Context: an optimization exercise on an open-source flow, tuned for small area. The choices shown serve that exercise and are no tape-out recipe.
Function was checked by simulation only, so behaviour that the tests miss may differ from the original.
No activity file was given, so power comes from the tool's default toggle rates.

==> flow/flow/run.sh <==
#!/bin/bash
# Layout flow: the standard synthesis, then its combinational logic mapped
# again by ABC for area (flip-flops untouched, see resyn.py), then the
# standard ORFS flow from floorplan on, with
#  - port buffers of buf_1 instead of the default clkdlybuf4s50_1
#  - a clock tree of clkbuf_4/clkbuf_8 with sink clusters of up to 16, no dummy loads
# Each tool's output goes to a log of its own in this folder.
set -euo pipefail
KNOBS=(
  "BUFFER_PORTS_ARGS=-buffer_cell sky130_fd_sc_hd__buf_1"
  "CTS_ARGS=-sink_clustering_enable -repair_clock_nets -dont_use_dummy_load -sink_clustering_size 16 -sink_clustering_max_diameter 50 -buf_list {sky130_fd_sc_hd__clkbuf_4 sky130_fd_sc_hd__clkbuf_8}"
)
bash standard.sh "${KNOBS[@]}" synth > synth_flow.log 2>&1

R="$PWD/orfs/results/$FLOW_PLATFORM/r30x_engine/base"
YOSYS="$FLOW_HOME/../tools/install/yosys/bin/yosys"
[[ -x "$YOSYS" ]] || YOSYS=yosys
cp "$R/1_2_yosys.v" 1_2_yosys_standard.v
if python3 flow/resyn.py \
    "$FLOW_HOME/platforms/$FLOW_PLATFORM/lib/sky130_fd_sc_hd__tt_025C_1v80.lib" \
    "$FLOW_HOME/platforms/$FLOW_PLATFORM/config.mk" \
    1_2_yosys_standard.v "$PWD/1_2_yosys_resyn.v" "$PWD/resyn" "$PWD/flow/area.script" "$YOSYS" \
    > resyn.log 2>&1; then
  cp 1_2_yosys_resyn.v "$R/1_2_yosys.v"
  rm -f "$R/1_synth.odb" "$R/1_synth.sdc"
fi

bash standard.sh "${KNOBS[@]}" finish > standard_flow.log 2>&1
==> flow/flow/area.script <==
&get -n
&st
&dc2
&dch -f
&nf -R 1000 -F 20 -A 20 -E 10
&st
&dc2
&dch -f
&nf -R 1000 -F 20 -A 20 -E 10
&st
&dc2
&dch -f
&nf -R 1000 -F 20 -A 20 -E 10
&put
==> flow/flow/resyn.py <==
#!/usr/bin/env python3
"""Re-map the combinational logic of the standard synthesis netlist for area.

usage: resyn.py LIB PLATFORM_CONFIG IN_NETLIST OUT_NETLIST WORKDIR ABC_SCRIPT YOSYS

The flip-flops of IN_NETLIST are read as black boxes and kept exactly as they
are (instance names, cell types, connections); every other cell is read with
its Liberty function, flattened, and mapped again by ABC with ABC_SCRIPT.
Tie cells and pass-through buffers are added the way ORFS's synthesis adds
them.  OUT_NETLIST is written only if the result keeps the same flip-flops.
"""
import os, re, subprocess, sys

lib, cfg, nin, nout, work, script, yosys = sys.argv[1:8]
os.makedirs(work, exist_ok=True)

text = open(lib).read()
i = text.index('cell (')
head, cells, pos = text[:i], [], i
while True:
    j = text.find('cell (', pos)
    if j < 0:
        break
    k = text.index('{', j)
    depth, m = 1, k + 1
    while depth:
        c = text[m]
        if c == '{':
            depth += 1
        elif c == '}':
            depth -= 1
        m += 1
    cells.append(text[j:m])
    pos = m
seq = [c for c in cells if re.search(r'\b(ff|latch|statetable)\s*\(', c)]
comb = [c for c in cells if c not in seq]
open(os.path.join(work, 'comb.lib'), 'w').write(head + '\n'.join(comb) + '\n}\n')
open(os.path.join(work, 'seq.lib'), 'w').write(head + '\n'.join(seq) + '\n}\n')

conf = open(cfg).read()
m = re.search(r'export DONT_USE_CELLS \+= \\\n(.*?)\n\n', conf, re.S)
dont_use = ' '.join('-dont_use ' + c for c in re.findall(r'sky130_fd_sc_hd__\w+', m.group(1)))

out_tmp = os.path.join(work, 'out.v')
ys = f"""read_liberty -lib {work}/seq.lib
read_liberty -ignore_miss_func {work}/comb.lib
read_verilog {nin}
hierarchy -top r30x_engine
rename -hide w:_*
flatten
rename -hide w:*.*
opt_clean -purge
abc -liberty {lib} {dont_use} -script {script} -D 45000
read_liberty -lib -ignore_redef {lib}
setundef -zero
splitnets
opt_clean -purge
hilomap -singleton -hicell sky130_fd_sc_hd__conb_1 HI -locell sky130_fd_sc_hd__conb_1 LO
insbuf -buf sky130_fd_sc_hd__buf_4 A X
check -assert -mapped
tee -o {work}/stat.txt stat -liberty {lib}
write_verilog -noattr -nohex -nodec {out_tmp}
"""
open(os.path.join(work, 'resyn.ys'), 'w').write(ys)
with open(os.path.join(work, 'yosys.log'), 'w') as log:
    subprocess.run([yosys, '-s', os.path.join(work, 'resyn.ys')], stdout=log, stderr=subprocess.STDOUT, check=True)

def flops(path):
    v = open(path).read()
    return sorted(re.findall(r'(sky130_fd_sc_hd__e?df\w+)\s+(\S+)\s*\(', v))

a, b = flops(nin), flops(out_tmp)
if not a or a != b:
    sys.exit(f'flip-flops changed: {len(a)} before, {len(b)} after')
if re.search(r'[/:]', ' '.join(re.findall(r'\\(\S+)', open(out_tmp).read()))):
    sys.exit('a name contains / or :')
os.replace(out_tmp, nout)
print(f'resyn: {len(a)} flip-flops kept')
==> flow/standard.sh <==
#!/bin/bash
# synth_recipe.tcl (not shown) runs the flow's synth.tcl, then flattens the netlist and writes it again
# the make line also repeats each setting of config.mk as NAME=value (left out here)
make -C /OpenROAD-flow-scripts/flow DESIGN_CONFIG=/design/flow/config.mk WORK_HOME=/design/flow/orfs CLKGATE_MAP_FILE= SYNTH_SCRIPT=/design/flow/synth_recipe.tcl "${@:-finish}"
==> flow/config.mk <==
export PLATFORM = sky130hd
export DESIGN_NAME = r30x_engine
export DESIGN_NICKNAME = r30x_engine
export VERILOG_FILES = /design/flow/design.v
export SDC_FILE = /design/flow/constraint.sdc
export NUM_CORES = 4
export LEC_CHECK = 0
export CAP_MARGIN = 20
export CORE_MARGIN = 2
export CORE_UTILIZATION = 45
export SLEW_MARGIN = 20
==> flow/constraint.sdc <==
create_clock -name core_clock -period 45.0 [get_ports {clk}]
set_input_delay 9.0000 -clock core_clock [delete_from_list [all_inputs] [get_ports {clk}]]
set_output_delay 9.0000 -clock core_clock [all_outputs]
set_load 0.01 [all_outputs]
==> flow/design.v <==
module r30x_engine (
    input  wire         clk,
    input  wire         rst,
    input  wire         cmd_valid,
    output wire         cmd_ready,
    input  wire [8:0]   cmd_op,
    input  wire [7:0]   cmd_buf,
    input  wire [15:0]  cmd_page,
    input  wire [15:0]  cmd_start,
    input  wire [15:0]  cmd_count,
    input  wire [31:0]  cmd_word,
    input  wire [7:0]   cmd_num,
    input  wire [7:0]   cmd_content,
    input  wire [7:0]   cmd_code,
    input  wire [8:0]   cmd_dlen,
    input  wire         din_valid,
    output wire         din_ready,
    input  wire [7:0]   din_data,
    output wire         rsp_valid,
    input  wire         rsp_take,
    output reg  [3:0]   rsp_result,
    output wire [8:0]   rsp_op,
    output wire [7:0]   rsp_status,
    output reg          rsp_has_status,
    output reg  [31:0]  rsp_value,
    output wire [31:0]  rsp_addr,
    output wire [3:0]   rsp_enr_state,
    output wire [4:0]   rsp_data_len,
    output wire [159:0] rsp_data,
    output reg  [15:0]  p_status_reg,
    output reg  [15:0]  p_sys_id,
    output reg  [15:0]  p_lib_size,
    output reg  [15:0]  p_sec_level,
    output reg  [31:0]  p_dev_addr,
    output reg  [15:0]  p_pkt_size,
    output reg  [15:0]  p_baud,
    output wire         tx_valid,
    input  wire         tx_ready,
    output wire [7:0]   tx_data,
    output wire         tx_last,
    output wire         tx_write,
    input  wire         rx_valid,
    input  wire [7:0]   rx_data,
    input  wire         rx_last,
    input  wire         ev_timeout,
    input  wire         ev_tpclosed,
    input  wire         ev_delay_elapsed,
    input  wire         ev_cancel,
    output reg          close_evt,
    output reg          delay_start
);
    localparam [3:0] R_SUCCESS          = 4'h0,
                     R_DEVICE_REJECTED  = 4'h1,
                     R_NO_MATCH         = 4'h2,
                     R_TIMEOUT          = 4'h3,
                     R_TRANSPORT_CLOSED = 4'h4,
                     R_RECEIVE_REJECTED = 4'h6,
                     R_SHORT_REPLY      = 4'h7,
                     R_BAD_REPLY        = 4'h8,
                     R_ILLEGAL_OP       = 4'h9,
                     R_CANCELLED        = 4'hA,
                     R_RX_OVERFLOW      = 4'hB,
                     R_ILLEGAL_ARG      = 4'hC;
    localparam [8:0] OP_CAPTURE   = 9'h001,
                     OP_IMG2CHR   = 9'h002,
                     OP_RSTBUF    = 9'h003,
                     OP_SEARCH    = 9'h004,
                     OP_GENTPL    = 9'h005,
                     OP_STORE     = 9'h006,
                     OP_LOAD      = 9'h007,
                     OP_GETCHR    = 9'h008,
                     OP_INSCHR    = 9'h009,
                     OP_UPIMG     = 9'h00A,
                     OP_INSIMG    = 9'h00B,
                     OP_DELETE    = 9'h00C,
                     OP_EMPTY     = 9'h00D,
                     OP_SETSYS    = 9'h00E,
                     OP_READSYS   = 9'h00F,
                     OP_SETPWD    = 9'h012,
                     OP_VFYPWD    = 9'h013,
                     OP_SETADDR   = 9'h015,
                     OP_SETPORT   = 9'h017,
                     OP_TPLCNT    = 9'h01D,
                     OP_ENROLL    = 9'h100,
                     OP_CLOSE     = 9'h101,
                     OP_CFG_WRITE = 9'h102,
                     OP_CFG_READ  = 9'h103;
    localparam [2:0] S_IDLE   = 3'd0,
                     S_BUILD  = 3'd1,    
                     S_SEND   = 3'd2,    
                     S_AWAIT  = 3'd3,    
                     S_DECODE = 3'd4,    
                     S_DATA   = 3'd5,    
                     S_RESP   = 3'd6,    
                     S_SEQ    = 3'd7;    
    localparam [3:0] E_IDLE   = 4'd0,
                     E_RESET  = 4'd1,
                     E_AWAIT1 = 4'd2,
                     E_I2C1   = 4'd3,
                     E_DELAY  = 4'd4,
                     E_AWAIT2 = 4'd5,
                     E_I2C2   = 4'd6,
                     E_GEN    = 4'd7,
                     E_STORE  = 4'd8,
                     E_DONE   = 4'd9,
                     E_FAILED = 4'd10;
    localparam [2:0] V_ZERO = 3'd0,
                     V_ONE  = 3'd1,
                     V_STAT = 3'd2,      
                     V_HALF = 3'd3,      
                     V_DEV  = 3'd4,      
                     V_CAP  = 3'd5;      
    reg [2:0]   st;
    reg [3:0]   enr_state;
    reg [31:0]  dev_addr;
    reg         policy;
    reg [31:0]  enr_captures;
    reg         closed;
    reg         mb_full;
    reg [8:0]   cur_op;
    reg         closed_at_data;
    reg         cancel_req;
    reg [5:0]   idx;         
    reg [7:0]   acc;         
    reg [4:0]   len_lo;      
    reg         len_hi;      
    reg         hdr_ok;
    reg         cks_ok;
    reg [7:0]   stat;
    reg [31:0]  addr_r;
    reg [2:0]   vsel;
    reg         dflag;
    reg [7:0]   rdata [0:19];
    wire [7:0]  opb = rdata[0];
    wire [31:0] opw = {rdata[1], rdata[2], rdata[3], rdata[4]};
    wire [7:0]  vhi = rdata[14];
    wire [7:0]  vlo = rdata[15];
    wire [8:0]  dleft = {rdata[3][0], rdata[4]};
    genvar gi;
    generate
        for (gi = 0; gi < 20; gi = gi + 1) begin : g_rdata
            assign rsp_data[8*gi +: 8] = rdata[gi];
        end
    endgenerate
    wire enr_active = (enr_state != E_IDLE) && (enr_state <= E_STORE);
    wire seq_capture = (enr_state == E_AWAIT1) || (enr_state == E_AWAIT2);
    wire seq_issue   = enr_active && (st == S_IDLE) && (enr_state != E_DELAY);
    wire host_accept = cmd_valid && cmd_ready;
    assign cmd_ready      = (st == S_IDLE) && !enr_active;
    assign rsp_valid      = (st == S_RESP);
    assign rsp_op         = cur_op;
    assign rsp_enr_state  = enr_state;
    assign rsp_status     = stat & {8{rsp_has_status}};
    assign rsp_addr       = addr_r & {32{rsp_has_status}};
    assign rsp_data_len   = dflag ? (idx[4:0] - 5'd12) : 5'd0;
    always @(*) begin
        case (vsel)
            V_ONE:   rsp_value = 32'd1;
            V_STAT:  rsp_value = {24'd0, stat};
            V_HALF:  rsp_value = {16'd0, vhi, vlo};
            V_DEV:   rsp_value = dev_addr;
            V_CAP:   rsp_value = enr_captures;
            default: rsp_value = 32'd0;
        endcase
    end
    function op_is_device;
        input [8:0] op;
        begin
            case (op)
                OP_CAPTURE, OP_IMG2CHR, OP_RSTBUF, OP_SEARCH, OP_GENTPL,
                OP_STORE, OP_LOAD, OP_GETCHR, OP_INSCHR, OP_UPIMG, OP_INSIMG,
                OP_DELETE, OP_EMPTY, OP_SETSYS, OP_READSYS, OP_SETPWD,
                OP_VFYPWD, OP_SETADDR, OP_SETPORT, OP_TPLCNT:
                    op_is_device = 1'b1;
                default:
                    op_is_device = 1'b0;
            endcase
        end
    endfunction
    function op_uses_buf;
        input [8:0] op;
        begin
            case (op)
                OP_IMG2CHR, OP_STORE, OP_LOAD, OP_SEARCH, OP_GETCHR, OP_INSCHR:
                    op_uses_buf = 1'b1;
                default:
                    op_uses_buf = 1'b0;
            endcase
        end
    endfunction
    function [4:0] op_len;
        input [8:0] op;
        begin
            case (op)
                OP_IMG2CHR, OP_GETCHR, OP_INSCHR, OP_SETPORT: op_len = 5'd4;
                OP_SETSYS:                                    op_len = 5'd5;
                OP_STORE, OP_LOAD:                            op_len = 5'd6;
                OP_DELETE, OP_SETPWD, OP_VFYPWD, OP_SETADDR:  op_len = 5'd7;
                OP_SEARCH:                                    op_len = 5'd8;
                default:                                      op_len = 5'd3;
            endcase
        end
    endfunction
    wire op_bfirst = !((cur_op == OP_DELETE) || (cur_op == OP_SETPWD) ||
                       (cur_op == OP_VFYPWD) || (cur_op == OP_SETADDR));
    wire [6:0] idx_m8 = {1'b0, idx} - 7'd8;    
    reg  [7:0] fbyte;
    reg  [7:0] obyte;
    always @(*) begin
        case ({op_bfirst, idx[2:0]})
            4'b1_010: obyte = opb;             
            4'b1_011: obyte = opw[31:24];
            4'b1_100: obyte = opw[23:16];
            4'b1_101: obyte = opw[15:8];
            4'b1_110: obyte = opw[7:0];
            4'b0_010: obyte = opw[31:24];
            4'b0_011: obyte = opw[23:16];
            4'b0_100: obyte = opw[15:8];
            4'b0_101: obyte = opw[7:0];
            default:  obyte = 8'h00;
        endcase
        case (idx[3:0])
            4'd0:    fbyte = 8'hEF;
            4'd1:    fbyte = 8'h01;
            4'd2:    fbyte = dev_addr[31:24];
            4'd3:    fbyte = dev_addr[23:16];
            4'd4:    fbyte = dev_addr[15:8];
            4'd5:    fbyte = dev_addr[7:0];
            4'd6:    fbyte = 8'h01;
            4'd7:    fbyte = 8'h00;
            4'd8:    fbyte = {3'd0, len_lo};
            4'd9:    fbyte = cur_op[7:0];
            default: fbyte = obyte;
        endcase
        if (idx_m8 == {2'b0, len_lo})
            fbyte = acc;
        else if (idx_m8 == {2'b0, len_lo} - 7'd1)
            fbyte = 8'h00;
    end
    wire f_last = (idx_m8 == {2'b0, len_lo});
    wire sending = (st == S_SEND);
    wire strobe  = sending ? tx_ready : ((st == S_AWAIT) && rx_valid);
    wire [7:0] sb = sending ? fbyte : rx_data;
    wire reply_evt = rx_valid && rx_last;
    wire rstrobe   = (st == S_AWAIT) && rx_valid;
    wire in_sum = (idx >= 6'd6) && ((idx <= 6'd8) || ({1'b0, idx} <= {2'b0, len_lo} + 7'd6));
    always @(posedge clk) begin
        if (strobe) begin
            if (idx != 6'd33)
                idx <= idx + 6'd1;
            if (in_sum)
                acc <= acc + sb;
        end
        if (rstrobe) begin
            if (idx == 6'd0) hdr_ok <= (rx_data == 8'hEF);
            if (idx == 6'd1) hdr_ok <= hdr_ok && (rx_data == 8'h01);
            if (idx == 6'd2) addr_r[31:24] <= rx_data;
            if (idx == 6'd3) addr_r[23:16] <= rx_data;
            if (idx == 6'd4) addr_r[15:8]  <= rx_data;
            if (idx == 6'd5) addr_r[7:0]   <= rx_data;
            if (idx == 6'd7) len_hi <= (rx_data != 8'h00);
            if (idx == 6'd8) begin
                len_lo <= rx_data[4:0];
                if (rx_data[7:5] != 3'd0) len_hi <= 1'b1;
            end
            if (idx == 6'd9) stat <= rx_data;
            if (idx_m8 == {2'b0, len_lo})
                cks_ok <= (rx_data == acc);
        end
        if (st == S_IDLE) begin
            idx <= 6'd0;
            acc <= 8'd0;
        end
        if (sending && idx == 6'd0)
            len_lo <= op_len(cur_op);
        if (sending && tx_ready && f_last) begin
            idx <= 6'd0;
            acc <= 8'd0;
        end
        if (st == S_IDLE && cmd_valid && cmd_ready && cmd_op == OP_CFG_READ) begin
            case (cmd_num)
                8'd1:    stat <= {7'd0, policy};
                8'd3:    stat <= {4'd0, enr_state};
                default: stat <= {6'd0, mb_full, closed};
            endcase
        end
    end
    wire ld_cmd  = (st == S_IDLE) && host_accept;
    wire ld_seq  = (st == S_IDLE) && !host_accept && seq_issue;
    wire data_op = (cur_op == OP_GETCHR) || (cur_op == OP_UPIMG) || (cur_op == OP_READSYS);
    wire v_op    = (cur_op == OP_TPLCNT) || (cur_op == OP_SEARCH) || (cur_op == OP_READSYS);
    wire srch    = (cur_op == OP_SEARCH);
    wire dec     = (st == S_DATA) && !closed_at_data && (dleft != 9'd0) && din_valid && tx_ready;
    reg [7:0]  ld_b;
    reg [31:0] ld_w;
    always @(*) begin
        ld_b = (cmd_op == OP_SETPORT) ? cmd_code :
               (cmd_op == OP_SETSYS)  ? cmd_num  : cmd_buf;
        case (cmd_op)
            OP_SETPWD, OP_VFYPWD, OP_SETADDR:
                ld_w = cmd_word;
            OP_STORE, OP_LOAD, OP_ENROLL:
                ld_w = {cmd_page, cmd_count};
            OP_SETSYS:
                ld_w = {cmd_content, cmd_start[7:0], cmd_count};
            OP_INSCHR, OP_INSIMG:
                ld_w = {cmd_start, cmd_count[15:9], cmd_dlen};
            default:
                ld_w = {cmd_start, cmd_count};
        endcase
    end
    reg wr [0:19];
    integer k;
    always @(*) begin
        for (k = 0; k < 20; k = k + 1)
            wr[k] = (idx == k + 12);
        for (k = 0; k < 5; k = k + 1)
            wr[k] = wr[k] && data_op;
        wr[14] = v_op ? (idx == (srch ? 6'd11 : 6'd10)) : (idx == 6'd26);
        wr[15] = v_op ? (idx == (srch ? 6'd10 : 6'd11)) : (idx == 6'd27);
    end
    always @(posedge clk) begin
        if (ld_cmd) begin
            rdata[0] <= ld_b;
            rdata[1] <= ld_w[31:24];
            rdata[2] <= ld_w[23:16];
            rdata[3] <= ld_w[15:8];
            rdata[4] <= ld_w[7:0];
        end
        if (ld_seq)
            rdata[0] <= (enr_state == E_I2C2) ? 8'd2 : 8'd1;
        if (dec)
            {rdata[3][0], rdata[4]} <= dleft - 9'd1;
        for (k = 0; k < 20; k = k + 1)
            if ((rstrobe && wr[k]) || rst)
                rdata[k] <= rx_data & {8{!rst}};
    end
    wire [5:0] rlen = idx;
    wire r_valid = (rlen >= 6'd12) && hdr_ok && !len_hi && (len_lo >= 5'd3) &&
                   ({1'b0, len_lo} + 6'd9 <= rlen) && cks_ok;
    reg        d_respond;
    reg [3:0]  d_result;
    reg [2:0]  d_vsel;
    reg        d_has;
    reg        d_params;
    reg        d_data;
    always @(*) begin
        d_respond = 1'b1;
        d_result  = R_SUCCESS;
        d_vsel    = V_ZERO;
        d_has     = 1'b1;
        d_params  = 1'b0;
        d_data    = 1'b0;
        if (rlen == 6'd33) begin
            d_result = R_RX_OVERFLOW;
            d_has    = 1'b0;
        end else if (rlen < 6'd10) begin
            d_result = R_SHORT_REPLY;
            d_has    = 1'b0;
        end else if (policy && !r_valid) begin
            d_result = R_BAD_REPLY;
            d_has    = 1'b0;
        end else begin
            case (cur_op)
                OP_VFYPWD: begin
                    d_vsel = (stat == 8'h00) ? V_ONE : V_ZERO;
                end
                OP_CAPTURE: begin
                    d_vsel = V_STAT;
                end
                OP_READSYS: begin
                    if (rlen < 6'd26) begin
                        d_result = R_SHORT_REPLY;
                    end else begin
                        d_params = 1'b1;
                        if (stat != 8'h00)
                            d_result = R_DEVICE_REJECTED;
                    end
                end
                OP_TPLCNT: begin
                    if (stat != 8'h00)
                        d_result = R_DEVICE_REJECTED;
                    else if (rlen < 6'd12)
                        d_result = R_SHORT_REPLY;
                    else
                        d_vsel = V_HALF;
                end
                OP_SEARCH: begin
                    if (stat == 8'h00) begin
                        if (rlen < 6'd12)
                            d_result = R_SHORT_REPLY;
                        else
                            d_vsel = V_HALF;
                    end else if (stat == 8'h09) begin
                        d_result = R_NO_MATCH;
                    end else begin
                        d_result = R_DEVICE_REJECTED;
                    end
                end
                OP_GETCHR, OP_UPIMG: begin
                    if (stat != 8'h00)
                        d_result = R_DEVICE_REJECTED;
                    else
                        d_data = (rlen > 6'd12);
                end
                OP_INSCHR, OP_INSIMG: begin
                    if (stat != 8'h00)
                        d_result = R_RECEIVE_REJECTED;
                    else
                        d_respond = 1'b0;
                end
                OP_DELETE: begin
                    if (stat != 8'h00)
                        d_result = R_DEVICE_REJECTED;
                    else
                        d_vsel = V_ONE;
                end
                default: begin
                    if (stat != 8'h00)
                        d_result = R_DEVICE_REJECTED;
                end
            endcase
        end
    end
    always @(posedge clk) begin
        if (rst || (st == S_DECODE && d_params)) begin
            p_status_reg <= {vhi, vlo};
            p_sys_id     <= {rdata[0], rdata[1]};
            p_lib_size   <= {rdata[2], rdata[3]};
            p_sec_level  <= {rdata[4], rdata[5]};
            p_dev_addr   <= {rdata[6], rdata[7], rdata[8], rdata[9]};
            p_pkt_size   <= {rdata[10], rdata[11]};
            p_baud       <= {rdata[12], rdata[13]};
        end
    end
    wire cap_clr = ld_cmd && (cmd_op == OP_ENROLL);
    wire cap_inc = ld_seq && seq_capture && !cancel_req;
    reg  [31:0] cap_next;
    reg         cap_c;
    integer     ci;
    always @(*) begin
        cap_c = cap_inc;
        for (ci = 0; ci < 32; ci = ci + 1) begin
            cap_next[ci] = enr_captures[ci] ^ cap_c;
            cap_c        = cap_c & enr_captures[ci];
        end
    end
    always @(posedge clk) begin
        if (rst || cap_clr)
            enr_captures <= 32'd0;
        else
            enr_captures <= cap_next;
    end
    wire r_ok        = (rsp_result == R_SUCCESS);
    wire [2:0] s_done = enr_active ? S_SEQ : S_RESP;
    reg [8:0] seq_op;
    always @(*) begin
        case (enr_state)
            E_RESET:             seq_op = OP_RSTBUF;
            E_AWAIT1, E_AWAIT2:  seq_op = OP_CAPTURE;
            E_I2C1, E_I2C2:      seq_op = OP_IMG2CHR;
            E_GEN:               seq_op = OP_GENTPL;
            default:             seq_op = OP_STORE;
        endcase
    end
    reg        t_end;
    reg        t_rej;           
    reg [3:0]  t_next;
    reg        t_arm;
    always @(*) begin
        t_end  = 1'b0;
        t_rej  = 1'b0;
        t_next = enr_state;
        t_arm  = 1'b0;
        if (!r_ok) begin
            t_end = 1'b1;
        end else begin
            case (enr_state)
                E_RESET:  t_next = E_AWAIT1;
                E_AWAIT1, E_AWAIT2: begin
                    if (stat == 8'h00)
                        t_next = (enr_state == E_AWAIT1) ? E_I2C1 : E_I2C2;
                    else if (stat != 8'h02) begin
                        t_end = 1'b1;
                        t_rej = 1'b1;
                    end
                end
                E_I2C1:  begin t_next = E_DELAY; t_arm = 1'b1; end
                E_I2C2:  t_next = E_GEN;
                E_GEN:   t_next = E_STORE;
                default: t_end = 1'b1;
            endcase
        end
    end
    reg [2:0] cfg_vsel;
    always @(*) begin
        case (cmd_num)
            8'd0:    cfg_vsel = V_DEV;
            8'd1:    cfg_vsel = V_STAT;
            8'd2:    cfg_vsel = V_CAP;
            8'd3:    cfg_vsel = V_STAT;
            8'd4:    cfg_vsel = V_STAT;
            default: cfg_vsel = V_ZERO;
        endcase
    end
    always @(posedge clk) begin
        if (rst) begin
            st           <= S_IDLE;
            enr_state    <= E_IDLE;
            dev_addr     <= 32'hFFFF_FFFF;
            policy       <= 1'b0;
            closed       <= 1'b0;
            mb_full      <= 1'b0;
            close_evt    <= 1'b0;
            delay_start  <= 1'b0;
        end else begin
            close_evt   <= 1'b0;
            delay_start <= 1'b0;
            if (ev_tpclosed)
                closed <= 1'b1;
            if (ev_cancel && enr_active)
                cancel_req <= 1'b1;
            if (reply_evt && st != S_AWAIT)
                mb_full <= 1'b1;
            if (ev_delay_elapsed && enr_state == E_DELAY)
                enr_state <= E_AWAIT2;
            case (st)
                S_IDLE: begin
                    if (host_accept) begin
                        cur_op         <= cmd_op;
                        rsp_has_status <= 1'b0;
                        vsel           <= V_ZERO;
                        dflag          <= 1'b0;
                        if (!op_is_device(cmd_op) && cmd_op[8:2] != 7'b1000000) begin
                            rsp_result <= R_ILLEGAL_OP;
                            st         <= S_RESP;
                        end else if (op_uses_buf(cmd_op) && cmd_buf != 8'd1 && cmd_buf != 8'd2) begin
                            rsp_result <= R_ILLEGAL_ARG;
                            st         <= S_RESP;
                        end else if ((cmd_op == OP_INSCHR || cmd_op == OP_INSIMG) &&
                                     cmd_dlen[8] && cmd_dlen[7:0] != 8'd0) begin
                            rsp_result <= R_ILLEGAL_ARG;
                            st         <= S_RESP;
                        end else begin
                            case (cmd_op)
                                OP_ENROLL: begin
                                    cancel_req   <= 1'b0;
                                    enr_state    <= E_RESET;
                                end
                                OP_CLOSE: begin
                                    if (!closed)
                                        close_evt <= 1'b1;
                                    closed     <= 1'b1;
                                    rsp_result <= R_SUCCESS;
                                    st         <= S_RESP;
                                end
                                OP_CFG_WRITE: begin
                                    if (cmd_num == 8'd0) begin
                                        dev_addr   <= cmd_word;
                                        rsp_result <= R_SUCCESS;
                                    end else if (cmd_num == 8'd1) begin
                                        policy     <= cmd_word[0];
                                        rsp_result <= R_SUCCESS;
                                    end else begin
                                        rsp_result <= R_ILLEGAL_ARG;
                                    end
                                    st <= S_RESP;
                                end
                                OP_CFG_READ: begin
                                    rsp_result <= R_SUCCESS;
                                    vsel       <= cfg_vsel;
                                    st         <= S_RESP;
                                end
                                default: begin
                                    if (closed) begin
                                        rsp_result <= R_TRANSPORT_CLOSED;
                                        st         <= S_RESP;
                                    end else begin
                                        mb_full <= 1'b0;
                                        st      <= S_SEND;
                                    end
                                end
                            endcase
                        end
                    end else if (seq_issue) begin
                        if (seq_capture && cancel_req) begin
                            cur_op         <= OP_ENROLL;
                            rsp_result     <= R_CANCELLED;
                            rsp_has_status <= 1'b0;
                            vsel           <= V_ZERO;
                            dflag          <= 1'b0;
                            st             <= S_RESP;
                        end else begin
                            cur_op <= seq_op;
                            if (closed) begin
                                rsp_result     <= R_TRANSPORT_CLOSED;
                                rsp_has_status <= 1'b0;
                                vsel           <= V_ZERO;
                                dflag          <= 1'b0;
                                st             <= S_SEQ;
                            end else begin
                                mb_full <= 1'b0;
                                st      <= S_SEND;
                            end
                        end
                    end
                end
                S_SEND: begin
                    if (tx_ready && f_last)
                        st <= S_AWAIT;
                end
                S_AWAIT: begin
                    if (reply_evt) begin
                        st <= S_DECODE;
                    end else if (ev_tpclosed || ev_timeout) begin
                        rsp_result     <= ev_tpclosed ? R_TRANSPORT_CLOSED : R_TIMEOUT;
                        rsp_has_status <= 1'b0;
                        vsel           <= V_ZERO;
                        dflag          <= 1'b0;
                        st             <= s_done;
                    end
                    closed_at_data <= closed;
                end
                S_DECODE: begin
                    rsp_result     <= d_result;
                    rsp_has_status <= d_has;
                    vsel           <= d_vsel;
                    dflag          <= d_data;
                    st <= d_respond ? s_done : S_DATA;
                end
                S_DATA: begin
                    if (closed_at_data || dleft == 9'd0) begin
                        rsp_result     <= closed_at_data ? R_TRANSPORT_CLOSED : R_SUCCESS;
                        rsp_has_status <= 1'b0;
                        st             <= S_RESP;
                    end
                end
                S_RESP: begin
                    if (rsp_take) begin
                        st <= S_IDLE;
                        if (enr_active)
                            enr_state <= r_ok ? E_DONE : E_FAILED;
                    end
                end
                S_SEQ: begin
                    if (t_end) begin
                        vsel <= V_ZERO;
                        if (t_rej)
                            rsp_result <= R_DEVICE_REJECTED;
                        if (r_ok && !t_rej)
                            cur_op <= OP_ENROLL;
                        st <= S_RESP;
                    end else begin
                        enr_state <= t_next;
                        if (t_arm)
                            delay_start <= 1'b1;
                        st <= S_IDLE;
                    end
                end
                default: st <= S_IDLE;
            endcase
        end
    end
    wire data_phase = (st == S_DATA) && !closed_at_data && (dleft != 9'd0);
    assign din_ready = data_phase && tx_ready;
    assign tx_valid  = data_phase ? din_valid : sending;
    assign tx_data   = data_phase ? din_data  : fbyte;
    assign tx_last   = data_phase ? (dleft == 9'd1) : f_last;
    assign tx_write  = data_phase;
endmodule
==> flow_metrics.env, run 1 <==
export IMPL_required_ns=36.00
export IMPL_post_route_period_util_pct=41.2
export IMPL_worstHoldPathType="reg2reg"
export IMPL_grt_max_degree=73
export IMPL_setup_worst_path_start_class="input port"
export IMPL_hold_ws_ns=0.432
export IMPL_cts_tree="done"
export IMPL_globalplace_congestion=0.943
export IMPL_rows=76
export IMPL_largest_reg_flops=160
export IMPL_status="complete, no violations"
export IMPL_leakagePower_nw=7.93
export IMPL_irDropWorstVdd_mv=0.0245
export IMPL_slew_viol_final=0
export IMPL_hold_viol_final=0
export IMPL_cts_inserted_buffers=46
export IMPL_via_count=17846
export IMPL_powerDensity_mw_per_mm2=44.7
export IMPL_portBuffers=556
export IMPL_synth_avg_cell_area_um2=11.5
export IMPL_crit_chain="buf_1 > and2_0 > buf_1"
export IMPL_cts_root_buf="clkbuf_8"
export IMPL_maxCapViolations=0
export IMPL_wl_per_cell_um=28.7
export IMPL_cpMostUsedCell="buf_1"
export IMPL_firstDrtPassIters=6
export IMPL_die_w_um=213
export IMPL_syn_num_nets=1857
export IMPL_cts_max_level=2
export IMPL_yosys_warnings=3
export IMPL_drtIter0Drc=2118
export IMPL_cp_max_fo=5
export IMPL_largest_register="rdata"
export IMPL_postCtsHoldBufs=0
export IMPL_grt_overflow_total=0
export IMPL_cts_repair_resized=0
export IMPL_io_pins=557
export IMPL_synth_cells=1699
export IMPL_vias_per_cell=6.10
export IMPL_final_common_cell="buf_1"
export IMPL_antenna_found_initial=7
export IMPL_setup_tns_ns=0
export IMPL_crit_path_end_kind="output port"
export IMPL_critPathArrivalTime_ns=9.55
export IMPL_rsz0062_at_grt="no"
export IMPL_clkLatencyLatePin_ns=0.66
export IMPL_grt_pass1_wl_um=116000
export IMPL_relSlewSlack_pct=22.9
export IMPL_cp_slowest_stage_delay_ns=0.23
export IMPL_cts_setup_buffers=0
export IMPL_criticalPathCategory="in2out"
export IMPL_mostFrequentLayoutCells="buf_1, edfxtp_1, nand2_1"
export IMPL_place_hpwl_um=64500
export IMPL_timing_fmax_mhz=53.9
export IMPL_wl_um=83900
export IMPL_tightest_slew_ns=1.15
export IMPL_die_height_um=213
export IMPL_first_global_vias=16259
export IMPL_cts_sinks=450
export IMPL_drive_above_1_share_pct=3.93
export IMPL_synth_area_mm2=0.0196
export IMPL_cpMaxStageDelayCell="buf_1"
export IMPL_place_area_mm2=0.0227
export IMPL_antenna_left=0
export IMPL_fp_dieArea_mm2=0.0452
export IMPL_timing_final_crit_period_ns=18.55
export IMPL_core_area_mm2=0.0430
export IMPL_skew_ns=0.0741
export IMPL_final_nets=2498
export IMPL_drc=0
export IMPL_start_util_pct=45.5
export IMPL_clk_pin_slew_worst_paths_ns=0.10
export IMPL_clockBufferDepth=3
export IMPL_setup_viol=0
export IMPL_fin_area_mm2=0.0234
export IMPL_area_growth_pct=19.4
export IMPL_grtUsageTotal_pct=36.1
-- per-layer routing --
layer,share of wire (%),global-route usage [%],vias to the layer above
met2,47,57.5,1097
met4,4.6,15.5,6
li1,-,-,7820
met5,0.054,0,-
met3,9.4,6.94,187
met1,39,48.2,8736
-- metrics by stage --
step,util [%],instances,total power [W],worst slack [ns]
finish,54.4,2926,0.00104,26.45
global route,54.4,2925,0.00108,26.37
CTS,54.3,2923,0.00104,26.43
detailed placement,52.9,2877,0.000819,26.43
global placement,52.8,2877,0.000818,26.47
floorplan,-,1699,0.000687,26.75
-- cell type report --
cell class	count	area, µm²
Multi-Input combinational cell	1204	6890
Sequential cell	450	12600
Antenna cell	3	7.51
Tap cell	585	732
Inverter	45	169
Timing Repair Buffer	593	2370
Clock buffer	46	633
Fill cell	3978	19600
-- worst max-delay path: cells and delay by family --
kind | cells | cell delay, ns
and+or+nand+nor | 1 | 0.17
buffers and inverters | 2 | 0.38
-- final timing paths --
kind	from	end	slack, ns	cells past startpoint
max reg2reg	enr_state[0]	enr_captures[31]	37.85	25
max	tx_ready	din_ready	26.45	3
min	rdata[12][3]	p_baud[11]	0.43	0
min reg2reg	rdata[12][3]	p_baud[11]	0.43	0
-- power by group --
part           total [W]  internal [W]  switching (W)
clock           0.000228     0.0000910       0.000137
sequential      0.000554      0.000503      0.0000514
combinational   0.000262     0.0000800       0.000182
==> run 2: changes to the inputs <==
--- a/flow/flow/run.sh
+++ b/flow/flow/run.sh
@@ -3,12 +3,12 @@
 # again by ABC for area (flip-flops untouched, see resyn.py), then the
 # standard ORFS flow from floorplan on, with
 #  - port buffers of buf_1 instead of the default clkdlybuf4s50_1
-#  - a clock tree of clkbuf_4/clkbuf_8 with sink clusters of up to 16, no dummy loads
+#  - a clock tree of clkbuf_8 with sink clusters of up to 22 within 35 um, no dummy loads
 # Each tool's output goes to a log of its own in this folder.
 set -euo pipefail
 KNOBS=(
   "BUFFER_PORTS_ARGS=-buffer_cell sky130_fd_sc_hd__buf_1"
-  "CTS_ARGS=-sink_clustering_enable -repair_clock_nets -dont_use_dummy_load -sink_clustering_size 16 -sink_clustering_max_diameter 50 -buf_list {sky130_fd_sc_hd__clkbuf_4 sky130_fd_sc_hd__clkbuf_8}"
+  "CTS_ARGS=-sink_clustering_enable -repair_clock_nets -dont_use_dummy_load -sink_clustering_size 22 -sink_clustering_max_diameter 35 -buf_list {sky130_fd_sc_hd__clkbuf_8}"
 )
 bash standard.sh "${KNOBS[@]}" synth > synth_flow.log 2>&1
 
==> run 2 against run 1 <==
Against the previous run: global-route usage up 0.17 points; sequential share of layout area decreased by 1.1 points; register-to-register slack got worse by 0.05 ns; core utilization up 1.1 points; critical path type unchanged; critical endpoint unchanged.
==> flow_metrics.env, run 2 <==
export IMPL_cts_inserted_buffers=81
export IMPL_min_path_cells=0
export IMPL_cts_setup_buffers=0
export IMPL_setup_tns_ns=0
export IMPL_reg2reg_depth=25
export IMPL_hold_viol_final=0
export IMPL_clockBufferDepth=3
export IMPL_grt_pass1_wl_um=116000
export IMPL_die_height_um=213
export IMPL_portBuffers=556
export IMPL_place_hpwl_um=64500
export IMPL_drive_above_1_share_pct=5.39
export IMPL_timing_fmax_mhz=53.9
export IMPL_cts_tree="done"
export IMPL_core_area_mm2=0.0430
export IMPL_area_growth_pct=21.9
export IMPL_rsz0062_at_grt="no"
export IMPL_fill_cells=3939
export IMPL_cts_repair_resized=0
export IMPL_vias_per_cell=6.09
export IMPL_hold_path_end="p_baud[2]"
export IMPL_setup_worst_path_start_class="input port"
export IMPL_tightest_slew_ns=1.13
export IMPL_drtIter0Drc=2277
export IMPL_io_pins=557
export IMPL_powerDensity_mw_per_mm2=47.2
export IMPL_drc=0
export IMPL_globalplace_congestion=0.943
export IMPL_firstDrtPassIters=8
export IMPL_slew_viol_final=0
export IMPL_fin_area_mm2=0.0239
export IMPL_largest_reg_flops=160
export IMPL_wl_um=84400
export IMPL_ff_latch_area_mm2=0.0126
export IMPL_clk_pin_slew_worst_paths_ns=0.06
export IMPL_r2r_slack_ns=37.80
export IMPL_multi_input_area_mm2=0.00689
export IMPL_timing_final_crit_period_ns=18.55
export IMPL_irDropWorstVdd_mv=0.0259
export IMPL_place_area_mm2=0.0227
export IMPL_final_nets=2534
export IMPL_status="complete, no violations"
export IMPL_post_route_period_util_pct=41.2
export IMPL_timing_rr_start="enr_state[0]"
export IMPL_yosys_warnings=3
export IMPL_skew_ns=0.0917
export IMPL_largest_register="rdata"
export IMPL_worstHoldPathType="reg2reg"
export IMPL_crit_path_end_kind="output port"
export IMPL_maxCapViolations=0
export IMPL_via_count=18040
export IMPL_leakagePower_nw=8.19
export IMPL_critPathArrivalTime_ns=9.55
export IMPL_antenna_left=0
export IMPL_antenna_found_initial=7
export IMPL_postCtsHoldBufs=0
export IMPL_mostFrequentLayoutCells="buf_1, edfxtp_1, nand2_1"
export IMPL_clkLatencyLatePin_ns=0.67
export IMPL_r2r_end="enr_captures[31]"
export IMPL_start_util_pct=45.5
export IMPL_cts_root_buf="clkbuf_8"
export IMPL_post_layout_nonfiller_instances=2964
export IMPL_synth_cells=1699
export IMPL_final_common_cell="buf_1"
export IMPL_synth_area_mm2=0.0196
export IMPL_synth_avg_cell_area_um2=11.5
export IMPL_relSlewSlack_pct=24.3
export IMPL_dpl_cell_count=2877
export IMPL_grt_max_degree=73
export IMPL_rows=76
export IMPL_cts_max_level=3
export IMPL_die_w_um=213
export IMPL_fp_dieArea_mm2=0.0452
export IMPL_wl_per_cell_um=28.5
export IMPL_cts_sinks=450
export IMPL_hold_path_startpoint="rdata[13][2]"
export IMPL_grt_overflow_total=0
export IMPL_required_ns=36.00
export IMPL_cp_max_fo=5
export IMPL_setup_viol=0
export IMPL_first_global_vias=16405
export IMPL_grtUsageTotal_pct=36.2
export IMPL_syn_num_nets=1857
export IMPL_criticalPathCategory="in2out"
[run 2: final cells by class]
class                           instances  area share [%]
Sequential cell                       450            52.7
Multi-Input combinational cell       1204            28.9
Timing Repair Buffer                  594            9.95
Clock buffer                           81            4.67
Tap cell                              585            3.07
Inverter                               45           0.708
Antenna cell                            5          0.0524
[run 2: worst max path at each step]
stage | slack, ns | from | cells past startpoint | endpoint
2_1_floorplan | 26.75 | din_data[0] | 2 | tx_data[0]
3_3_place_gp | 26.47 | tx_ready | 3 | din_ready
3_5_place_dp | 26.43 | tx_ready | 3 | din_ready
4_1_cts | 26.43 | tx_ready | 3 | din_ready
5_1_grt | 26.37 | tx_ready | 3 | din_ready
6_report | 26.45 | tx_ready | 3 | din_ready
[run 2: report_power, final]
| part | internal, W | total [W] | switching, W |
|---|---|---|---|
| clock network | 0.000157 | 0.000308 | 0.000151 |
| registers | 0.000504 | 0.000556 | 0.0000517 |
| logic | 0.0000803 | 0.000262 | 0.000182 |
| total | 0.000742 | 0.00113 | 0.000384 |
[run 2: worst max-delay path: stages]
cell,delay (ns)
buf_1,0.23
and2_0,0.17
buf_1,0.15
[run 2: per-stage QoR]
stage	utilization, %	hold slack [ns]	setup slack, ns	power (W)
after floorplan	-	0.424	26.75	0.000687
after global routing	55.5	0.446	26.37	0.00117
after detailed placement	52.9	0.431	26.43	0.000819
after CTS	55.5	0.426	26.43	0.00112
final	55.5	0.427	26.45	0.00113
after global placement	52.8	0.430	26.47	0.000818
[run 2: per-layer routing]
metal  up-vias  track usage (%)  share of wire [%]
li1       7885                -                  -
met3       184             6.90                9.7
met5         -                0              0.049
met4         6             16.2                4.3
met2      1128             57.8                 47
met1      8837             48.1                 39
==> run 3: changes to the inputs <==
--- a/flow/design.v
+++ b/flow/design.v
@@ -109,7 +109,8 @@
                      V_STAT = 3'd2,      
                      V_HALF = 3'd3,      
                      V_DEV  = 3'd4,      
-                     V_CAP  = 3'd5;      
+                     V_CAP  = 3'd5,      
+                     V_DATA = 3'd6;      
     reg [2:0]   st;
     reg [3:0]   enr_state;
     reg [31:0]  dev_addr;
@@ -121,21 +122,20 @@
     reg         closed_at_data;
     reg         cancel_req;
     reg [5:0]   idx;         
-    reg [7:0]   acc;         
-    reg [4:0]   len_lo;      
-    reg         len_hi;      
-    reg         hdr_ok;
-    reg         cks_ok;
+    reg         cks_ok;      
     reg [7:0]   stat;
     reg [31:0]  addr_r;
     reg [2:0]   vsel;
-    reg         dflag;
+    wire [7:0]  acc = {rsp_result, vsel, rsp_has_status};
     reg [7:0]   rdata [0:19];
     wire [7:0]  opb = rdata[0];
     wire [31:0] opw = {rdata[1], rdata[2], rdata[3], rdata[4]};
     wire [7:0]  vhi = rdata[14];
     wire [7:0]  vlo = rdata[15];
     wire [8:0]  dleft = {rdata[3][0], rdata[4]};
+    wire [4:0]  len_lo = rdata[19][4:0];
+    wire        len_hi = rdata[19][5];
+    wire        hdr_ok = rdata[19][6];
     genvar gi;
     generate
         for (gi = 0; gi < 20; gi = gi + 1) begin : g_rdata
@@ -152,7 +152,7 @@
     assign rsp_enr_state  = enr_state;
     assign rsp_status     = stat & {8{rsp_has_status}};
     assign rsp_addr       = addr_r & {32{rsp_has_status}};
-    assign rsp_data_len   = dflag ? (idx[4:0] - 5'd12) : 5'd0;
+    assign rsp_data_len   = (vsel == V_DATA) ? (idx[4:0] - 5'd12) : 5'd0;
     always @(*) begin
         case (vsel)
             V_ONE:   rsp_value = 32'd1;
@@ -248,35 +248,21 @@
         if (strobe) begin
             if (idx != 6'd33)
                 idx <= idx + 6'd1;
-            if (in_sum)
-                acc <= acc + sb;
         end
         if (rstrobe) begin
-            if (idx == 6'd0) hdr_ok <= (rx_data == 8'hEF);
-            if (idx == 6'd1) hdr_ok <= hdr_ok && (rx_data == 8'h01);
+            if (idx == 6'd0) cks_ok <= 1'b0;
             if (idx == 6'd2) addr_r[31:24] <= rx_data;
             if (idx == 6'd3) addr_r[23:16] <= rx_data;
             if (idx == 6'd4) addr_r[15:8]  <= rx_data;
             if (idx == 6'd5) addr_r[7:0]   <= rx_data;
-            if (idx == 6'd7) len_hi <= (rx_data != 8'h00);
-            if (idx == 6'd8) begin
-                len_lo <= rx_data[4:0];
-                if (rx_data[7:5] != 3'd0) len_hi <= 1'b1;
-            end
             if (idx == 6'd9) stat <= rx_data;
             if (idx_m8 == {2'b0, len_lo})
-                cks_ok <= (rx_data == acc);
+                cks_ok <= (rx_data == acc) && !len_hi && (len_lo >= 5'd3) && hdr_ok;
         end
-        if (st == S_IDLE) begin
+        if (st == S_IDLE)
             idx <= 6'd0;
-            acc <= 8'd0;
-        end
-        if (sending && idx == 6'd0)
-            len_lo <= op_len(cur_op);
-        if (sending && tx_ready && f_last) begin
+        if (sending && tx_ready && f_last)
             idx <= 6'd0;
-            acc <= 8'd0;
-        end
         if (st == S_IDLE && cmd_valid && cmd_ready && cmd_op == OP_CFG_READ) begin
             case (cmd_num)
                 8'd1:    stat <= {7'd0, policy};
@@ -331,13 +317,23 @@
             rdata[0] <= (enr_state == E_I2C2) ? 8'd2 : 8'd1;
         if (dec)
             {rdata[3][0], rdata[4]} <= dleft - 9'd1;
+        if (sending && idx == 6'd0)
+            rdata[19][4:0] <= op_len(cur_op);
+        if (rstrobe) begin
+            if (idx == 6'd0) rdata[19][6] <= (rx_data == 8'hEF);
+            if (idx == 6'd1) rdata[19][6] <= hdr_ok && (rx_data == 8'h01);
+            if (idx == 6'd7) rdata[19][5] <= (rx_data != 8'h00);
+            if (idx == 6'd8) begin
+                rdata[19][4:0] <= rx_data[4:0];
+                if (rx_data[7:5] != 3'd0) rdata[19][5] <= 1'b1;
+            end
+        end
         for (k = 0; k < 20; k = k + 1)
             if ((rstrobe && wr[k]) || rst)
                 rdata[k] <= rx_data & {8{!rst}};
     end
     wire [5:0] rlen = idx;
-    wire r_valid = (rlen >= 6'd12) && hdr_ok && !len_hi && (len_lo >= 5'd3) &&
-                   ({1'b0, len_lo} + 6'd9 <= rlen) && cks_ok;
+    wire r_valid = cks_ok;
     reg        d_respond;
     reg [3:0]  d_result;
     reg [2:0]  d_vsel;
@@ -524,13 +520,16 @@
                 mb_full <= 1'b1;
             if (ev_delay_elapsed && enr_state == E_DELAY)
                 enr_state <= E_AWAIT2;
+            if (strobe && in_sum)
+                {rsp_result, vsel, rsp_has_status} <= acc + sb;
+            if (sending && tx_ready && f_last)
+                {rsp_result, vsel, rsp_has_status} <= 8'd0;
             case (st)
                 S_IDLE: begin
                     if (host_accept) begin
                         cur_op         <= cmd_op;
                         rsp_has_status <= 1'b0;
                         vsel           <= V_ZERO;
-                        dflag          <= 1'b0;
                         if (!op_is_device(cmd_op) && cmd_op[8:2] != 7'b1000000) begin
                             rsp_result <= R_ILLEGAL_OP;
                             st         <= S_RESP;
@@ -576,8 +575,9 @@
                                         rsp_result <= R_TRANSPORT_CLOSED;
                                         st         <= S_RESP;
                                     end else begin
-                                        mb_full <= 1'b0;
-                                        st      <= S_SEND;
+                                        mb_full    <= 1'b0;
+                                        rsp_result <= 4'd0;    
+                                        st         <= S_SEND;
                                     end
                                 end
                             endcase
@@ -588,7 +588,6 @@
                             rsp_result     <= R_CANCELLED;
                             rsp_has_status <= 1'b0;
                             vsel           <= V_ZERO;
-                            dflag          <= 1'b0;
                             st             <= S_RESP;
                         end else begin
                             cur_op <= seq_op;
@@ -596,11 +595,13 @@
                                 rsp_result     <= R_TRANSPORT_CLOSED;
                                 rsp_has_status <= 1'b0;
                                 vsel           <= V_ZERO;
-                                dflag          <= 1'b0;
                                 st             <= S_SEQ;
                             end else begin
-                                mb_full <= 1'b0;
-                                st      <= S_SEND;
+                                mb_full        <= 1'b0;
+                                rsp_result     <= 4'd0;    
+                                rsp_has_status <= 1'b0;
+                                vsel           <= V_ZERO;
+                                st             <= S_SEND;
                             end
                         end
                     end
@@ -616,7 +617,6 @@
                         rsp_result     <= ev_tpclosed ? R_TRANSPORT_CLOSED : R_TIMEOUT;
                         rsp_has_status <= 1'b0;
                         vsel           <= V_ZERO;
-                        dflag          <= 1'b0;
                         st             <= s_done;
                     end
                     closed_at_data <= closed;
@@ -624,8 +624,7 @@
                 S_DECODE: begin
                     rsp_result     <= d_result;
                     rsp_has_status <= d_has;
-                    vsel           <= d_vsel;
-                    dflag          <= d_data;
+                    vsel           <= d_data ? V_DATA : d_vsel;
                     st <= d_respond ? s_done : S_DATA;
                 end
                 S_DATA: begin
--- a/flow/flow/run.sh
+++ b/flow/flow/run.sh
@@ -3,12 +3,12 @@
 # again by ABC for area (flip-flops untouched, see resyn.py), then the
 # standard ORFS flow from floorplan on, with
 #  - port buffers of buf_1 instead of the default clkdlybuf4s50_1
-#  - a clock tree of clkbuf_8 with sink clusters of up to 22 within 35 um, no dummy loads
+#  - a clock tree of clkbuf_16 with sink clusters of up to 30, no dummy loads
 # Each tool's output goes to a log of its own in this folder.
 set -euo pipefail
 KNOBS=(
   "BUFFER_PORTS_ARGS=-buffer_cell sky130_fd_sc_hd__buf_1"
-  "CTS_ARGS=-sink_clustering_enable -repair_clock_nets -dont_use_dummy_load -sink_clustering_size 22 -sink_clustering_max_diameter 35 -buf_list {sky130_fd_sc_hd__clkbuf_8}"
+  "CTS_ARGS=-sink_clustering_enable -repair_clock_nets -dont_use_dummy_load -sink_clustering_size 30 -sink_clustering_max_diameter 50 -buf_list {sky130_fd_sc_hd__clkbuf_16}"
 )
 bash standard.sh "${KNOBS[@]}" synth > synth_flow.log 2>&1
 
==> run 3 against run 2 <==
Against the previous run: still clean; maximum frequency down 2.3%; design area fell by 1.9%; sequential power shrank 5.4%; critical endpoint unchanged; highest routed layer is now met4.
==> flow_metrics.env, run 3 <==
export IMPL_leakagePower_nw=7.92
export IMPL_slew_viol_final=0
export IMPL_drc=0
export IMPL_largest_reg_flops=160
export IMPL_die_height_um=211
export IMPL_status="complete, no violations"
export IMPL_crit_start="tx_ready"
export IMPL_largest_register="rdata"
export IMPL_crit_chain="buf_1 > and2_0 > buf_1"
export IMPL_synth_avg_cell_area_um2=11.1
export IMPL_wl_um=83500
export IMPL_required_ns=36.00
export IMPL_timing_rr_start="enr_state[0]"
export IMPL_irDropWorstVdd_mv=0.0299
export IMPL_hold_path_startpoint="rdata[10][4]"
export IMPL_p_total_w=0.00111
export IMPL_crit_path_end_kind="output port"
export IMPL_antenna_found_initial=0
export IMPL_cts_tree="done"
export IMPL_skew_ns=0.0905
export IMPL_post_layout_nonfiller_instances=2909
export IMPL_final_nets=2530
export IMPL_first_global_vias=16473
export IMPL_io_pins=557
export IMPL_setup_viol=0
export IMPL_timing_final_crit_period_ns=18.98
export IMPL_start_util_pct=45.7
export IMPL_drive_above_1_share_pct=3.97
export IMPL_cts_max_level=2
export IMPL_area_growth_pct=21.5
export IMPL_critPathArrivalTime_ns=9.98
export IMPL_place_hpwl_um=63800
export IMPL_dpl_cell_count=2866
export IMPL_die_w_um=211
export IMPL_tightest_slew_ns=1.11
export IMPL_clockBufferDepth=3
export IMPL_rsz0062_at_grt="no"
export IMPL_cpMaxStageDelayCell="and2_0"
export IMPL_cp_slowest_stage_delay_ns=0.45
export IMPL_grt_overflow_total=0
export IMPL_synth_area_mm2=0.0193
export IMPL_antenna_left=0
export IMPL_criticalPathCategory="in2out"
export IMPL_fp_dieArea_mm2=0.0445
export IMPL_cts_repair_resized=0
export IMPL_cp_num_buf_inv=2
export IMPL_portBuffers=556
export IMPL_diodes=0
export IMPL_globalplace_congestion=1.01
export IMPL_cts_sinks=434
export IMPL_drtIter0Drc=2381
export IMPL_yosys_warnings=3
export IMPL_hold_viol_final=0
export IMPL_cts_root_buf="clkbuf_16"
export IMPL_setup_tns_ns=0
export IMPL_final_common_cell="buf_1"
export IMPL_firstDrtPassIters=7
export IMPL_setup_worst_path_start_class="input port"
export IMPL_grtUsageTotal_pct=36.5
export IMPL_hold_ws_ns=0.437
export IMPL_vias_per_cell=6.27
export IMPL_maxCapViolations=0
export IMPL_dp_slack_ns=26.08
export IMPL_cts_inserted_buffers=43
export IMPL_mostFrequentLayoutCells="buf_1, edfxtp_1, nand2_1"
export IMPL_fill_cells=3844
export IMPL_wl_per_cell_um=28.7
export IMPL_postCtsHoldBufs=0
export IMPL_syn_num_nets=1899
export IMPL_core_area_mm2=0.0421
export IMPL_timing_fmax_mhz=52.7
export IMPL_grt_pass1_wl_um=116000
export IMPL_cpMostUsedCell="buf_1"
export IMPL_clkLatencyLatePin_ns=0.60
export IMPL_synth_cells=1741
export IMPL_rows=75
export IMPL_cp_max_fo=3
export IMPL_cts_setup_buffers=0
export IMPL_clk_pin_slew_worst_paths_ns=0.07
export IMPL_via_count=18239
export IMPL_grt_max_degree=77
export IMPL_relSlewSlack_pct=25.6
export IMPL_post_route_period_util_pct=42.2
export IMPL_powerDensity_mw_per_mm2=47.4
export IMPL_setup_ws_ns=26.02
export IMPL_crit_family="buffers and inverters"
export IMPL_worstHoldPathType="reg2reg"
## run 3: report_power, final
group / switching (W) / internal [W]
combinational: 0.000189 / 0.0000840
sequential: 0.0000457 / 0.000480
clock: 0.000143 / 0.000167
## run 3: per-stage QoR
| step | util [%] | cell area [µm²] |
|---|---|---|
| 3_3_place_gp | 53.0 | 22300 |
| 3_5_place_dp | 53.0 | 22300 |
| 4_1_cts | 55.5 | 23400 |
| 5_1_grt | 55.6 | 23400 |
| 2_1_floorplan | - | 19300 |
| 6_report | 55.6 | 23400 |
## run 3: cell type report
type | count | area [µm²] | share of cell area [%]
clock buffer | 43 | 1080 | 4.60
inverter | 52 | 195 | 0.834
multi-input combinational | 1249 | 6980 | 29.8
sequential | 434 | 12100 | 51.8
tap | 539 | 674 | 2.88
timing repair buffer | 592 | 2360 | 10.1
## run 3: final timing paths
kind / endpoint / slack, ns / depth (start not counted)
setup / recovery: din_ready / 26.02 / 3
hold reg to reg: p_pkt_size[12] / 0.44 / 0
hold / removal: p_pkt_size[12] / 0.44 / 0
setup reg to reg: enr_captures[31] / 37.72 / 26
## run 3: layer usage
layer	part of all wire, %	vias up	GRT usage, %
met5	0	-	0
met4	4.5	0	15.9
met3	9.5	181	5.78
met2	48	1256	60.1
met1	38	8909	48.1
li1	-	7893	-
==> run 4: changes to the inputs <==
--- a/flow/flow/run.sh
+++ b/flow/flow/run.sh
@@ -3,12 +3,12 @@
 # again by ABC for area (flip-flops untouched, see resyn.py), then the
 # standard ORFS flow from floorplan on, with
 #  - port buffers of buf_1 instead of the default clkdlybuf4s50_1
-#  - a clock tree of clkbuf_16 with sink clusters of up to 30, no dummy loads
+#  - a clock tree of clkbuf_4/clkbuf_8 with sink clusters of up to 16, no dummy loads
 # Each tool's output goes to a log of its own in this folder.
 set -euo pipefail
 KNOBS=(
   "BUFFER_PORTS_ARGS=-buffer_cell sky130_fd_sc_hd__buf_1"
-  "CTS_ARGS=-sink_clustering_enable -repair_clock_nets -dont_use_dummy_load -sink_clustering_size 30 -sink_clustering_max_diameter 50 -buf_list {sky130_fd_sc_hd__clkbuf_16}"
+  "CTS_ARGS=-sink_clustering_enable -repair_clock_nets -dont_use_dummy_load -sink_clustering_size 16 -sink_clustering_max_diameter 50 -buf_list {sky130_fd_sc_hd__clkbuf_4 sky130_fd_sc_hd__clkbuf_8}"
 )
 bash standard.sh "${KNOBS[@]}" synth > synth_flow.log 2>&1
 
==> run 4 against run 3 <==
Against the previous run: core utilization fell by 1.1 points; first-iteration DRC count fell by 5.9%; global-route usage fell by 0.16 points; critical path type unchanged; critical endpoint unchanged.
==> flow_metrics.env, run 4 <==
export IMPL_pwr_share_comb_pct=26.8
export IMPL_cp_num_buf_inv=2
export IMPL_drc=0
export IMPL_hold_viol_final=0
export IMPL_worstHoldPathType="reg2reg"
export IMPL_grt_overflow_total=0
export IMPL_r2r_slack_ns=37.80
export IMPL_cts_tree="done"
export IMPL_seq_power_share_pct=51.6
export IMPL_fill_cells=3891
export IMPL_wl_per_cell_um=28.6
export IMPL_irDropWorstVdd_mv=0.0287
export IMPL_setup_ws_ns=26.03
export IMPL_drive_above_1_share_pct=4.05
export IMPL_cts_repair_resized=0
export IMPL_mostFrequentLayoutCells="buf_1, edfxtp_1, nand2_1"
export IMPL_ff_latch_area_mm2=0.0121
export IMPL_powerDensity_mw_per_mm2=44.4
export IMPL_firstDrtPassIters=5
export IMPL_clkLatencyLatePin_ns=0.68
export IMPL_antenna_left=0
export IMPL_slew_viol_final=0
export IMPL_required_ns=36.00
export IMPL_post_route_period_util_pct=42.2
export IMPL_final_common_cell="buf_1"
export IMPL_area_growth_pct=19.1
export IMPL_synth_cells=1741
export IMPL_skew_ns=0.130
export IMPL_timing_final_crit_period_ns=18.97
export IMPL_grt_pass1_wl_um=116000
export IMPL_critPathArrivalTime_ns=9.97
export IMPL_wl_um=83300
export IMPL_cp_slowest_stage_delay_ns=0.43
export IMPL_cts_root_buf="clkbuf_8"
export IMPL_io_pins=557
export IMPL_largest_reg_flops=160
export IMPL_postCtsHoldBufs=0
export IMPL_setup_tns_ns=0
export IMPL_status="complete, no violations"
export IMPL_drtIter0Drc=2241
export IMPL_fin_area_mm2=0.0230
export IMPL_synth_avg_cell_area_um2=11.1
export IMPL_clock_power_share_pct=21.6
export IMPL_timing_fmax_mhz=52.7
export IMPL_fp_dieArea_mm2=0.0445
export IMPL_start_util_pct=45.7
export IMPL_die_w_um=211
export IMPL_cpMostUsedCell="buf_1"
export IMPL_relSlewSlack_pct=27.4
export IMPL_via_count=18095
export IMPL_cpMaxStageDelayCell="and2_0"
export IMPL_hold_ws_ns=0.423
export IMPL_dp_slack_ns=26.08
export IMPL_grtUsageTotal_pct=36.4
export IMPL_setup_worst_path_start_class="input port"
export IMPL_setup_viol=0
export IMPL_rows=75
export IMPL_globalplace_congestion=1.01
export IMPL_cts_sinks=434
export IMPL_maxCapViolations=0
export IMPL_criticalPathCategory="in2out"
export IMPL_cts_inserted_buffers=45
export IMPL_synth_area_mm2=0.0193
export IMPL_multi_input_area_mm2=0.00698
export IMPL_grt_max_degree=77
export IMPL_crit_family="buffers and inverters"
export IMPL_clockBufferDepth=3
export IMPL_largest_register="rdata"
export IMPL_crit_path_end_kind="output port"
export IMPL_portBuffers=556
export IMPL_leakagePower_nw=7.71
export IMPL_vias_per_cell=6.21
export IMPL_rsz0062_at_grt="no"
export IMPL_crit_chain="buf_1 > and2_0 > buf_1"
export IMPL_cts_setup_buffers=0
export IMPL_place_area_mm2=0.0223
export IMPL_yosys_warnings=3
export IMPL_core_area_mm2=0.0421
export IMPL_internal_power_w=0.000652
export IMPL_die_height_um=211
export IMPL_final_nets=2532
export IMPL_tightest_slew_ns=1.09
export IMPL_cp_max_fo=3
export IMPL_first_global_vias=16416
export IMPL_place_hpwl_um=63800
export IMPL_syn_num_nets=1899
export IMPL_clk_pin_slew_worst_paths_ns=0.10
export IMPL_cts_max_level=2
export IMPL_antenna_found_initial=1
export IMPL_power_switching_w=0.000366
export IMPL_switching_share_pct=36.0
## run 4: changes by cell type in the layout (fill, tap and decap cells not counted), sizes merged
cell,before,now
diode,0,1
clkbuf,44,46
## run 4: power groups by stage
stage | Combinational [W] | Sequential (W) | Clock [W]
after floorplan | 0.000135 | 0.000535 | 0
after global placement | 0.000265 | 0.000531 | 0
after detailed placement | 0.000267 | 0.000532 | 0
after CTS | 0.000268 | 0.000523 | 0.000223
after global routing | 0.000292 | 0.000529 | 0.000236
final | 0.000273 | 0.000525 | 0.000220
## run 4: path summary, 6_finish.rpt
check,start,end,depth (start not counted)
min reg2reg,rdata[11][2],p_pkt_size[2],0
min,rdata[11][2],p_pkt_size[2],0
max reg2reg,enr_state[0],enr_captures[31],26
max,tx_ready,din_ready,3
## run 4: per-stage QoR
step | std cells | utilization, % | total power [W]
after detailed placement | 2866 | 53.0 | 0.000799
after CTS | 2911 | 54.4 | 0.00101
final | 2912 | 54.5 | 0.00102
after floorplan | 1741 | - | 0.000670
after global placement | 2866 | 53.0 | 0.000797
after global routing | 2911 | 54.5 | 0.00106
## run 4: area by class of cell
cell class,instances,area share (%)
flip-flops and latches,434,52.8
multi-input cells,1249,30.4
repair buffers,592,10.3
well taps,539,2.94
clock buffers,45,2.70
inverters,52,0.850
diodes,1,0.0109
## run 4: metal layers
layer	up-vias	wire, µm	global-route usage (%)
li1	7886	-	-
met1	8857	31800	48.2
met2	1171	39400	59.3
met3	181	8230	6.20
met4	0	3880	15.7
met5	-	0	0

## re-timing with driven ports
In the flow no input, the clock included, has a driving cell. The finished layouts below were timed again as built, in two steps. Step 1 assumes that a clkbuf_16 drives the clock port and a buf_2 every other input. Step 2 moves the port delays by t, midway between the first and last clock arrival at a register: inputs arrive t later, outputs are due t later. That takes back most of the time a late clock gives input paths. a / b / c = ideal / step 1 / step 2; a / b = the first two.
run | t, ns | setup WS [ns] | worst slew at a driven data input, ns
run 1 | 0.676 | 26.446 / 26.423 / 26.423 | 0.11
run 2 | 0.679 | 26.447 / 26.426 / 26.426 | 0.10
run 3 | 0.615 | 26.019 / 25.993 / 25.993 | 0.12
run 4 | 0.668 | 26.032 / 26.006 / 26.006 | 0.12
After both steps every run listed still meets setup and hold.
